From an optimization exercise on the open Yosys and OpenROAD flow, aimed at small area; shortcuts taken in it are not production practice.
At most, simulation tests tie the RTL to the original design; equivalence was not proved.

==> inputs of job 4330 <==
==> flow/design.v (excerpt) <==
module ltt_ctrl (
    input  wire       clk,
    input  wire       rst,
    input  wire       rxd,
    output wire       txd,
    output wire [1:0] motor,
    output wire       alarm,
    output wire       irq,
    output reg        st_req,
    output wire       st_we,
    output wire [7:0] st_addr,
    output wire [7:0] st_wdata,
    input  wire       st_ack,
    input  wire [7:0] st_rdata
);
==> module ltt_ctrl, before the edit <==
module ltt_ctrl (
    input  wire       clk,
    input  wire       rst,
    input  wire       rxd,
    output wire       txd,
    output wire [1:0] motor,
    output wire       alarm,
    output wire       irq,
    output reg        st_req,
    output wire       st_we,
    output wire [7:0] st_addr,
    output wire [7:0] st_wdata,
    input  wire       st_ack,
    input  wire [7:0] st_rdata
);
    localparam [4:0] S_BOOT = 5'd0,  S_WAIT = 5'd1,
                     S_RXS  = 5'd2,  S_RXV  = 5'd3,      
                     S_L0S  = 5'd4,  S_L0V  = 5'd5,      
                     S_LPS  = 5'd6,  S_LPV  = 5'd7,      
                     S_ENS  = 5'd8,  S_ENV  = 5'd9,      
                     S_SEND = 5'd10,
                     S_O0  = 5'd11, S_O1A = 5'd12, S_O1B = 5'd13, S_O2 = 5'd14, S_O3 = 5'd15,
                     S_O4  = 5'd16, S_O5  = 5'd17, S_O6  = 5'd18, S_O7A = 5'd19, S_O7B = 5'd20,
                     S_O8  = 5'd21,
                     S_L0  = 5'd22, S_L1A = 5'd23, S_L1B = 5'd24, S_L2A = 5'd25, S_L2B = 5'd26,
                     S_L3A = 5'd27, S_L3B = 5'd28, S_L4A = 5'd29, S_L4B = 5'd30, S_L5 = 5'd31;
    reg [4:0] st;
    reg [3:0] n;            
    reg [3:0] pwlen;
    reg       match;
    reg [71:0] pbuf;        
    wire in_rx   = (st == S_RXS || st == S_RXV);
    wire in_l0   = (st == S_L0S || st == S_L0V);
    wire in_loop = (st == S_LPS || st == S_LPV);
    reg  is_wait, t_long, t_last;
    wire t_busy;
    ltt_timer u_timer (
        .clk       (clk),
        .rst       (rst),
        .do_wait   (is_wait && !t_busy),
        .long      (t_long),
        .last      (t_last),
        .busy      (t_busy),
        .irq       (irq)
    );
    wire tx_ready;
    ltt_uart_tx u_tx (
        .clk   (clk),
        .rst   (rst),
        .load  (st == S_SEND),
        .d0    (match),
        .ready (tx_ready),
        .txd   (txd)
    );
    wire       rx_valid;
    wire [7:0] rx_data;
    ltt_uart_rx u_rx (
        .clk   (clk),
        .rst   (rst),
        .rxd   (rxd),
        .valid (rx_valid),
        .data  (rx_data)
    );
    wire [7:0] q_data;
    wire       q_empty;
    wire       q_pop = !q_empty && (st == S_WAIT || in_rx);
    ltt_rx_fifo u_rxq (
        .clk   (clk),
        .rst   (rst),
        .push  (rx_valid),
        .wdata (rx_data),
        .pop   (q_pop),
        .rdata (q_data),
        .empty (q_empty)
    );
    reg [7:0] pb;
    integer j;
    always @(*) begin
        pb = 8'd0;
        for (j = 0; j < 9; j = j + 1)
            if (n == j)
                pb = pb | pbuf[8*j +: 8];
    end
    assign st_we    = !st[0];
    assign st_addr  = {alarm, alarm, st_req, alarm, n};
    assign st_wdata = pb;
    assign motor    = {st == S_O7A || st == S_O7B || st == S_O8,
                       st == S_O1A || st == S_O1B || st == S_O2};
    assign alarm    = (st >= S_L1A);
    always @(*) begin
        t_long  = st == S_O1A || st == S_O1B || st == S_O7A || st == S_O7B ||
                  (st >= S_L1A && st <= S_L4B);
        is_wait = t_long || (st >= S_O3 && st <= S_O5);
        t_last  = (st >= S_O3 && st <= S_O5) || st == S_O1B || st == S_O7B || st == S_L1B ||
                  st == S_L2B || st == S_L3B || st == S_L4B;
    end
    always @(posedge clk) begin
        if (rst) begin
            st     <= S_BOOT;
            pwlen  <= 4'd0;
            st_req <= 1'b0;
        end else begin
            case (st)
                S_BOOT: st <= S_WAIT;
                S_WAIT: if (!q_empty) begin
                    case (q_data)
                        8'h30: st <= S_RXS;
                        8'h31: st <= S_RXV;
                        8'h32: st <= S_O0;
                        8'h33: st <= S_L0;
                        default: ;
                    endcase
                end
                S_RXS, S_RXV: if (!q_empty) begin
                    if (q_data == 8'h00)
                        st <= {st[4:1] + 4'd1, st[0]};
                    else if (n == 4'd9)
                        st <= S_WAIT;
                end
                S_L0S: begin
                    pwlen <= n;
                    st    <= S_LPS;
                end
                S_L0V:  st <= S_LPV;
                S_LPS, S_LPV: begin
                    if (st_req) begin
                        if (st_ack)
                            st_req <= 1'b0;
                    end else if (n == pwlen) begin
                        st <= {st[4:1] + 4'd1, st[0]};
                    end else begin
                        st_req <= 1'b1;
                    end
                end
                S_ENS:  st <= S_WAIT;
                S_ENV:  st <= S_SEND;
                S_SEND: if (tx_ready) st <= S_WAIT;
                S_O8, S_L5: st <= S_WAIT;
                default: begin
                    if (!is_wait || irq)
                        st <= st + 5'd1;
                end
            endcase
        end
    end
    integer k;
    always @(posedge clk) begin
        if (st == S_WAIT)
            n <= 4'd0;
        if (in_rx && !q_empty && q_data != 8'h00 && n != 4'd9) begin
            for (k = 0; k < 9; k = k + 1)
                if (n == k)
                    pbuf[8*k +: 8] <= q_data;
            n       <= n + 4'd1;
        end
        if (in_l0) begin
            match <= (n == pwlen);
            n     <= 4'd0;
        end
        if (in_loop && st_req && st_ack) begin
            n <= n + 4'd1;
            if (st_rdata != pb)
                match <= 1'b0;
        end
    end
endmodule
==> module ltt_timer, before the edit <==
module ltt_timer (
    input  wire clk,
    input  wire rst,
    input  wire do_wait,      
    input  wire long,         
    input  wire last,         
    output wire busy,
    output wire irq
);
    reg        run;
    reg        if_flag;
    localparam [14:0] INV = 15'b010101010101010;
    reg  [14:0] lfr;
    wire [14:0] lf = lfr ^ INV;
    wire at_short = !lf[0] && !lf[2] && lf[4] && lf[6] && lf[7] && !lf[8] && !lf[9] &&
                    lf[10] && lf[12] && !lf[14];
    wire at_long  = lf[0] && !lf[1] && lf[2] && lf[3] && lf[4] && lf[5] && !lf[6] &&
                    !lf[7] && !lf[8] && lf[10] && lf[11] && !lf[12] && !lf[13] && lf[14];
    wire fire = run && (long ? at_long : at_short);
    assign busy      = run;
    assign irq       = if_flag;
    always @(posedge clk) begin
        if (rst) begin
            run     <= 1'b0;
            if_flag <= 1'b0;
        end else begin
            if_flag <= fire;
            if (if_flag && last)
                run <= 1'b0;
            if (do_wait)
                run <= 1'b1;
        end
    end
    always @(posedge clk) begin
        if (do_wait || fire)
            lfr <= INV;
        else
            lfr <= {lf[13:0], !(lf[14] ^ lf[13])} ^ INV;
    end
endmodule
==> module ltt_rx_fifo, before the edit <==
module ltt_rx_fifo (
    input  wire       clk,
    input  wire       rst,
    input  wire       push,
    input  wire [7:0] wdata,
    input  wire       pop,      
    output wire [7:0] rdata,
    output wire       empty
);
    reg [63:0] ring;            
    reg [3:0]  wp;
    reg [3:0]  rp;
    reg        pend;            
    wire full    = (wp[2:0] == rp[2:0]) && (wp[3] != rp[3]);
    wire do_push = push && !full;
    wire wr      = pend ? (wp[2:0] == 3'd1) : ((wp[2:0] == 3'd0) && (!full || pop));
    assign empty = (wp == rp);
    assign rdata = ring[rp[2:0]*8 +: 8];
    always @(posedge clk)
        ring <= {wr ? wdata : ring[7:0], ring[63:8]};
    always @(posedge clk) begin
        if (rst) begin
            wp   <= 4'd0;
            rp   <= 4'd0;
            pend <= 1'b0;
        end else begin
            wp <= do_push ? wp : wp - 4'd1;
            rp <= pop ? rp : rp - 4'd1;
            if (do_push)
                pend <= 1'b1;
            else if (wr)
                pend <= 1'b0;
        end
    end
endmodule
Settings: LEC_CHECK=0, CAP_MARGIN=20, CORE_MARGIN=2, CORE_UTILIZATION=40, SLEW_MARGIN=20; clock period 10.0 ns.
standard.sh (not shown) runs the stock make flow with config.mk's settings and CLKGATE_MAP_FILE= SYNTH_SCRIPT=/design/flow/synth_recipe.tcl, a recipe that flattens the netlist after the stock synthesis.
==> flow/flow/run.sh <==
#!/bin/bash
# Layout flow: the standard flow (standard.sh) with these changes.
#  - Synthesis: synth_recipe.tcl unchanged except that ABC maps the logic with an
#    area-oriented script and adders are left to ABC (ADDER_MAP_FILE empty).
#    The registers are mapped before ABC runs, so they are the standard
#    synthesis's. Each script in flow/*.abc is tried in a scratch folder and
#    the one giving the smallest synthesized area is used.
#  - Placement: not timing driven (the 10 ns clock leaves ample slack), so
#    it adds no buffers of its own; repair aims 5% below the slew and
#    capacitance limits instead of 20%.
#  - Port buffers: sky130_fd_sc_hd__buf_1.
#  - CTS: clkbuf_4 clusters of at most 10 sinks, no dummy loads.
# Each tool's output stays in the ORFS logs folders; make's output goes to
# synth_<script>.log and flow.log here.
set -euo pipefail
HERE=$(pwd)
best=""
best_area=""
for a in "$HERE"/flow/*.abc; do
  s=$(basename "$a" .abc)
  bash "$HERE/flow/mksynth.sh" "$HERE/synth_recipe.tcl" "$a" "$HERE/synth_$s.tcl"
  if bash "$HERE/standard.sh" WORK_HOME="$HERE/try_$s" SYNTH_SCRIPT="$HERE/synth_$s.tcl" \
      ADDER_MAP_FILE= synth > "$HERE/synth_$s.log" 2>&1; then
    area=$(awk '/Chip area for module/ {print $NF}' "$HERE/try_$s/reports/sky130hd/ltt_ctrl/base/synth_stat.txt" | tail -1)
    echo "$s $area" >> "$HERE/synth_areas.txt"
    if [[ -n "$area" ]] && { [[ -z "$best_area" ]] || awk -v x="$area" -v y="$best_area" 'BEGIN{exit !(x < y)}'; }; then
      best=$s
      best_area=$area
    fi
  fi
done
echo "best $best $best_area" >> "$HERE/synth_areas.txt"
bash "$HERE/standard.sh" \
  SYNTH_SCRIPT="$HERE/synth_$best.tcl" \
  ADDER_MAP_FILE= \
  GPL_TIMING_DRIVEN=0 CAP_MARGIN=5 SLEW_MARGIN=5 \
  BUFFER_PORTS_ARGS="-buffer_cell sky130_fd_sc_hd__buf_1" \
  CTS_ARGS="-sink_clustering_enable -repair_clock_nets -sink_clustering_size 10 -sink_clustering_max_diameter 60 -buf_list sky130_fd_sc_hd__clkbuf_4 -dont_use_dummy_load" \
  finish > "$HERE/flow.log" 2>&1
==> flow/flow/c1.abc <==
strash
ifraig
dc2
dc2
dch -f
amap -m -F 4 -A 16
strash
dch -f
amap -m -F 4 -A 16
==> flow/flow/d3.abc <==
strash
ifraig
dc2
dch
amap -m -F 2 -A 8
strash
dch
amap -m -F 2 -A 8
==> flow/flow/d4.abc <==
strash
ifraig
dc2
dc2
dch -f
amap -m -F 4 -A 16
strash
dch -f
amap -m -F 4 -A 16
strash
dch -f
amap -m -F 4 -A 16
strash
dch -f
amap -m -F 4 -A 16
==> flow/flow/w32.abc <==
strash
ifraig
dc2
dc2
dch
amap -F 4 -A 16
strash
dch
amap -F 4 -A 16
strash
dch
amap -F 4 -A 16
strash
dch
amap -F 4 -A 16
strash
dch
amap -F 4 -A 16
Other scripts of this flow, unchanged in this note and not shown: flow/flow/a3.abc, flow/flow/b3.abc, flow/flow/b6.abc, flow/flow/mksynth.sh
==> job 6660: changes against job 4330 <==
--- a/flow/design.v
+++ b/flow/design.v
@@ -244,3 +244,3 @@
     assign st_we    = !st[0];
-    assign st_addr  = {alarm, alarm, st_req, alarm, n};
+    assign st_addr  = {st[4], st[3], st[2], t_busy, n};
     assign st_wdata = pb;
--- a/flow/flow/run.sh
+++ b/flow/flow/run.sh
@@ -6,3 +6,4 @@
 #    synthesis's. Each script in flow/*.abc is tried in a scratch folder and
-#    the one giving the smallest synthesized area is used.
+#    the one giving the smallest synthesized area is used. Pass-through
+#    outputs get buf_1 rather than buf_4.
 #  - Placement: not timing driven (the 10 ns clock leaves ample slack), so
@@ -11,3 +12,3 @@
 #  - Port buffers: sky130_fd_sc_hd__buf_1.
-#  - CTS: clkbuf_4 clusters of at most 10 sinks, no dummy loads.
+#  - CTS: clkbuf_4 clusters of at most 9 sinks within 50 um, no dummy loads.
 # Each tool's output stays in the ORFS logs folders; make's output goes to
@@ -34,6 +35,6 @@
   SYNTH_SCRIPT="$HERE/synth_$best.tcl" \
-  ADDER_MAP_FILE= \
-  GPL_TIMING_DRIVEN=0 CAP_MARGIN=5 SLEW_MARGIN=5 \
+  ADDER_MAP_FILE= MIN_BUF_CELL_AND_PORTS="sky130_fd_sc_hd__buf_1 A X" \
+  GPL_TIMING_DRIVEN=0 CAP_MARGIN=5 SLEW_MARGIN=5 CORE_UTILIZATION=60 \
   BUFFER_PORTS_ARGS="-buffer_cell sky130_fd_sc_hd__buf_1" \
-  CTS_ARGS="-sink_clustering_enable -repair_clock_nets -sink_clustering_size 10 -sink_clustering_max_diameter 60 -buf_list sky130_fd_sc_hd__clkbuf_4 -dont_use_dummy_load" \
+  CTS_ARGS="-sink_clustering_enable -repair_clock_nets -sink_clustering_size 9 -sink_clustering_max_diameter 50 -buf_list sky130_fd_sc_hd__clkbuf_4 -dont_use_dummy_load" \
   finish > "$HERE/flow.log" 2>&1
==> job 3138: changes against job 4330 <==
--- a/flow/design.v
+++ b/flow/design.v
@@ -5,5 +5,5 @@
     input  wire long,         
-    input  wire last,         
     output wire busy,
-    output wire irq
+    output wire irq,
+    output wire wait_done
 );
@@ -11,2 +11,3 @@
     reg        if_flag;
+    reg        tick;           
     localparam [14:0] INV = 15'b010101010101010;
@@ -21,2 +22,3 @@
     assign irq       = if_flag;
+    assign wait_done = if_flag && (tick || !long);
     always @(posedge clk) begin
@@ -25,5 +27,8 @@
             if_flag <= 1'b0;
+            tick    <= 1'b0;
         end else begin
             if_flag <= fire;
-            if (if_flag && last)
+            if (if_flag)
+                tick <= !wait_done;
+            if (wait_done)
                 run <= 1'b0;
@@ -129,3 +134,3 @@
     input  wire       push,
-    input  wire [7:0] wdata,
+    input  wire [7:0] wdata,    
     input  wire       pop,      
@@ -140,5 +145,6 @@
     wire do_push = push && !full;
-    wire wr      = pend ? (wp[2:0] == 3'd1) : ((wp[2:0] == 3'd0) && (!full || pop));
+    wire wr      = pend && (wp[2:0] == 3'd1);    
+    wire newest  = pend && (rp[2:0] + 3'd1 == wp[2:0]);
     assign empty = (wp == rp);
-    assign rdata = ring[rp[2:0]*8 +: 8];
+    assign rdata = newest ? wdata : ring[rp[2:0]*8 +: 8];
     always @(posedge clk)
@@ -180,8 +186,7 @@
                      S_ENS  = 5'd8,  S_ENV  = 5'd9,      
-                     S_SEND = 5'd10,
-                     S_O0  = 5'd11, S_O1A = 5'd12, S_O1B = 5'd13, S_O2 = 5'd14, S_O3 = 5'd15,
-                     S_O4  = 5'd16, S_O5  = 5'd17, S_O6  = 5'd18, S_O7A = 5'd19, S_O7B = 5'd20,
-                     S_O8  = 5'd21,
-                     S_L0  = 5'd22, S_L1A = 5'd23, S_L1B = 5'd24, S_L2A = 5'd25, S_L2B = 5'd26,
-                     S_L3A = 5'd27, S_L3B = 5'd28, S_L4A = 5'd29, S_L4B = 5'd30, S_L5 = 5'd31;
+                     S_SEND = 5'd11,
+                     S_O0 = 5'd16, S_O1 = 5'd17, S_O2 = 5'd18, S_O3 = 5'd19, S_O4 = 5'd20,
+                     S_O5 = 5'd21, S_O6 = 5'd22, S_O7 = 5'd23, S_O8 = 5'd24,
+                     S_L0 = 5'd25, S_L1 = 5'd26, S_L2 = 5'd27, S_L3 = 5'd28, S_L4 = 5'd29,
+                     S_L5 = 5'd30;
     reg [4:0] st;
@@ -194,4 +199,4 @@
     wire in_loop = (st == S_LPS || st == S_LPV);
-    reg  is_wait, t_long, t_last;
-    wire t_busy;
+    reg  is_wait, t_long;
+    wire t_busy, wait_done;
     ltt_timer u_timer (
@@ -201,5 +206,5 @@
         .long      (t_long),
-        .last      (t_last),
         .busy      (t_busy),
-        .irq       (irq)
+        .irq       (irq),
+        .wait_done (wait_done)
     );
@@ -243,14 +248,10 @@
     end
-    assign st_we    = !st[0];
-    assign st_addr  = {alarm, alarm, st_req, alarm, n};
+    assign st_we    = (st == S_LPS);
+    assign st_addr  = {4'h2, n};
     assign st_wdata = pb;
-    assign motor    = {st == S_O7A || st == S_O7B || st == S_O8,
-                       st == S_O1A || st == S_O1B || st == S_O2};
-    assign alarm    = (st >= S_L1A);
+    assign motor    = {st == S_O7 || st == S_O8, st == S_O1 || st == S_O2};
+    assign alarm    = (st >= S_L1 && st <= S_L5);
     always @(*) begin
-        t_long  = st == S_O1A || st == S_O1B || st == S_O7A || st == S_O7B ||
-                  (st >= S_L1A && st <= S_L4B);
+        t_long  = st == S_O1 || st == S_O7 || (st >= S_L1 && st <= S_L4);
         is_wait = t_long || (st >= S_O3 && st <= S_O5);
-        t_last  = (st >= S_O3 && st <= S_O5) || st == S_O1B || st == S_O7B || st == S_L1B ||
-                  st == S_L2B || st == S_L3B || st == S_L4B;
     end
@@ -299,3 +300,3 @@
                 default: begin
-                    if (!is_wait || irq)
+                    if (!is_wait || wait_done)
                         st <= st + 5'd1;
--- a/flow/flow/run.sh
+++ b/flow/flow/run.sh
@@ -7,7 +7,4 @@
 #    the one giving the smallest synthesized area is used.
-#  - Placement: not timing driven (the 10 ns clock leaves ample slack), so
-#    it adds no buffers of its own; repair aims 5% below the slew and
-#    capacitance limits instead of 20%.
 #  - Port buffers: sky130_fd_sc_hd__buf_1.
-#  - CTS: clkbuf_4 clusters of at most 10 sinks, no dummy loads.
+#  - CTS: clkbuf_8 clusters of at most 18 sinks, no dummy loads.
 # Each tool's output stays in the ORFS logs folders; make's output goes to
@@ -35,5 +32,4 @@
   ADDER_MAP_FILE= \
-  GPL_TIMING_DRIVEN=0 CAP_MARGIN=5 SLEW_MARGIN=5 \
   BUFFER_PORTS_ARGS="-buffer_cell sky130_fd_sc_hd__buf_1" \
-  CTS_ARGS="-sink_clustering_enable -repair_clock_nets -sink_clustering_size 10 -sink_clustering_max_diameter 60 -buf_list sky130_fd_sc_hd__clkbuf_4 -dont_use_dummy_load" \
+  CTS_ARGS="-sink_clustering_enable -repair_clock_nets -sink_clustering_size 18 -sink_clustering_max_diameter 100 -buf_list sky130_fd_sc_hd__clkbuf_8 -dont_use_dummy_load" \
   finish > "$HERE/flow.log" 2>&1
==> flow/flow/s9.abc (new file) <==
strash
ifraig
dc2
dch -f
amap
removed: flow/flow/c1.abc
removed: flow/flow/d3.abc
removed: flow/flow/d4.abc
removed: flow/flow/w32.abc
==> job 6684: changes against job 4330 <==
--- a/flow/design.v
+++ b/flow/design.v
@@ -5,5 +5,5 @@
     input  wire long,         
-    input  wire last,         
     output wire busy,
-    output wire irq
+    output wire irq,
+    output wire wait_done
 );
@@ -11,2 +11,3 @@
     reg        if_flag;
+    reg        tick;           
     localparam [14:0] INV = 15'b010101010101010;
@@ -21,2 +22,3 @@
     assign irq       = if_flag;
+    assign wait_done = if_flag && (tick || !long);
     always @(posedge clk) begin
@@ -25,5 +27,8 @@
             if_flag <= 1'b0;
+            tick    <= 1'b0;
         end else begin
             if_flag <= fire;
-            if (if_flag && last)
+            if (if_flag)
+                tick <= !wait_done;
+            if (wait_done)
                 run <= 1'b0;
@@ -180,8 +185,7 @@
                      S_ENS  = 5'd8,  S_ENV  = 5'd9,      
-                     S_SEND = 5'd10,
-                     S_O0  = 5'd11, S_O1A = 5'd12, S_O1B = 5'd13, S_O2 = 5'd14, S_O3 = 5'd15,
-                     S_O4  = 5'd16, S_O5  = 5'd17, S_O6  = 5'd18, S_O7A = 5'd19, S_O7B = 5'd20,
-                     S_O8  = 5'd21,
-                     S_L0  = 5'd22, S_L1A = 5'd23, S_L1B = 5'd24, S_L2A = 5'd25, S_L2B = 5'd26,
-                     S_L3A = 5'd27, S_L3B = 5'd28, S_L4A = 5'd29, S_L4B = 5'd30, S_L5 = 5'd31;
+                     S_SEND = 5'd11,
+                     S_O0 = 5'd16, S_O1 = 5'd17, S_O2 = 5'd18, S_O3 = 5'd19, S_O4 = 5'd20,
+                     S_O5 = 5'd21, S_O6 = 5'd22, S_O7 = 5'd23, S_O8 = 5'd24,
+                     S_L0 = 5'd25, S_L1 = 5'd26, S_L2 = 5'd27, S_L3 = 5'd28, S_L4 = 5'd29,
+                     S_L5 = 5'd30;
     reg [4:0] st;
@@ -194,4 +198,4 @@
     wire in_loop = (st == S_LPS || st == S_LPV);
-    reg  is_wait, t_long, t_last;
-    wire t_busy;
+    reg  is_wait, t_long;
+    wire t_busy, wait_done;
     ltt_timer u_timer (
@@ -201,5 +205,5 @@
         .long      (t_long),
-        .last      (t_last),
         .busy      (t_busy),
-        .irq       (irq)
+        .irq       (irq),
+        .wait_done (wait_done)
     );
@@ -243,14 +247,10 @@
     end
-    assign st_we    = !st[0];
-    assign st_addr  = {alarm, alarm, st_req, alarm, n};
+    assign st_we    = (st == S_LPS);
+    assign st_addr  = {4'h2, n};
     assign st_wdata = pb;
-    assign motor    = {st == S_O7A || st == S_O7B || st == S_O8,
-                       st == S_O1A || st == S_O1B || st == S_O2};
-    assign alarm    = (st >= S_L1A);
+    assign motor    = {st == S_O7 || st == S_O8, st == S_O1 || st == S_O2};
+    assign alarm    = (st >= S_L1 && st <= S_L5);
     always @(*) begin
-        t_long  = st == S_O1A || st == S_O1B || st == S_O7A || st == S_O7B ||
-                  (st >= S_L1A && st <= S_L4B);
+        t_long  = st == S_O1 || st == S_O7 || (st >= S_L1 && st <= S_L4);
         is_wait = t_long || (st >= S_O3 && st <= S_O5);
-        t_last  = (st >= S_O3 && st <= S_O5) || st == S_O1B || st == S_O7B || st == S_L1B ||
-                  st == S_L2B || st == S_L3B || st == S_L4B;
     end
@@ -299,3 +299,3 @@
                 default: begin
-                    if (!is_wait || irq)
+                    if (!is_wait || wait_done)
                         st <= st + 5'd1;
--- a/flow/flow/run.sh
+++ b/flow/flow/run.sh
@@ -7,7 +7,4 @@
 #    the one giving the smallest synthesized area is used.
-#  - Placement: not timing driven (the 10 ns clock leaves ample slack), so
-#    it adds no buffers of its own; repair aims 5% below the slew and
-#    capacitance limits instead of 20%.
 #  - Port buffers: sky130_fd_sc_hd__buf_1.
-#  - CTS: clkbuf_4 clusters of at most 10 sinks, no dummy loads.
+#  - CTS: clkbuf_8 clusters of at most 18 sinks, no dummy loads.
 # Each tool's output stays in the ORFS logs folders; make's output goes to
==> flow/flow/s9.abc (new file) <==
strash
ifraig
dc2
dch -f
amap
removed: flow/flow/c1.abc
removed: flow/flow/d3.abc
removed: flow/flow/d4.abc
removed: flow/flow/w32.abc
==> qor summary <==
Total via count after detailed routing: job 4330 5414; job 6660 5270; job 6684 5416; job 3138 5365
Highest-delay cell along the critical path: job 4330 sky130_fd_sc_hd__dfxtp_1; job 6660 sky130_fd_sc_hd__clkinv_1; job 6684 sky130_fd_sc_hd__dfxtp_1; job 3138 sky130_fd_sc_hd__nor2_1
Mean cell area of the mapped netlist: job 4330 11.4 sq um; job 6660 11.4 sq um; job 6684 11.2 sq um; job 3138 11.3 sq um
Total CTS buffers: job 4330 24; job 6660 27; job 6684 25; job 3138 15
Per-cell via count in the routed design: job 4330 5.76; job 6660 5.98; job 6684 5.63; job 3138 5.59
Switch share: job 4330 0.390; job 6660 0.383; job 6684 0.387; job 3138 0.377
DPL Wire Length: job 4330 11.0 mm; job 6660 10.6 mm; job 6684 10.8 mm; job 3138 11.5 mm
Number of clock-tree buffers in the layout: job 4330 24; job 6660 27; job 6684 25; job 3138 15
Number of violations reported at the end of detailed-routing iteration 0: job 4330 484; job 6660 459; job 6684 459; job 3138 614
Simple-gate portion of the synthesized area: job 4330 0.125; job 6660 0.126; job 6684 0.129; job 3138 0.129
Post-layout min period: job 4330 5.53 ns; job 6660 5.41 ns; job 6684 5.88 ns; job 3138 5.07 ns
Non-clk buf share: job 4330 0.0206; job 6660 0.0187; job 6684 0.0184; job 3138 0.0265
Clock transition at path regs: job 4330 0.12 ns; job 6660 0.10 ns; job 6684 0.11 ns; job 3138 0.12 ns
Placed standard-cell area: job 4330 7900 sq um; job 6660 7790 sq um; job 6684 7960 sq um; job 3138 8020 sq um
Run status: job 4330 finished clean; job 6660 finished clean; job 6684 finished clean; job 3138 finished clean
Wire length of the first global-routing pass: job 4330 27.0 mm; job 6660 25.3 mm; job 6684 26.7 mm; job 3138 27.5 mm
No functional check of the RTL was part of job 3138 and job 6684.

[separate check: timing with driven ports]
No port has a modelled driver above. Below, the same layouts with a new extraction and two added sets of constraints. Step 1 assumes that a clkbuf_16 drives the clock port and a buf_2 every other input. Step 2 moves the port delays by t, midway between the first and last clock arrival at a register: inputs arrive t later, outputs are due t later. That takes back most of the time a late clock gives input paths. a / b / c = ideal ports / drivers / drivers and shift; a / b = the first two.
| run | t, ns | setup WS [ns] | worst setup path at the end | clock arrival spread, ns |
|---|---|---|---|---|
| job 4330 | 0.645 | 4.467 / 4.467 / 4.467 | register to register | 0.053 / 0.053 |
| job 6660 | 0.633 | 4.586 / 4.586 / 4.586 | register to register | 0.049 / 0.049 |
| job 3138 | 0.517 | 4.927 / 4.890 / 5.328 | register to register | 0.036 / 0.036 |
| job 6684 | 0.621 | 4.120 / 4.120 / 4.120 | register to register | 0.111 / 0.111 |
After both steps every run listed still meets setup and hold.
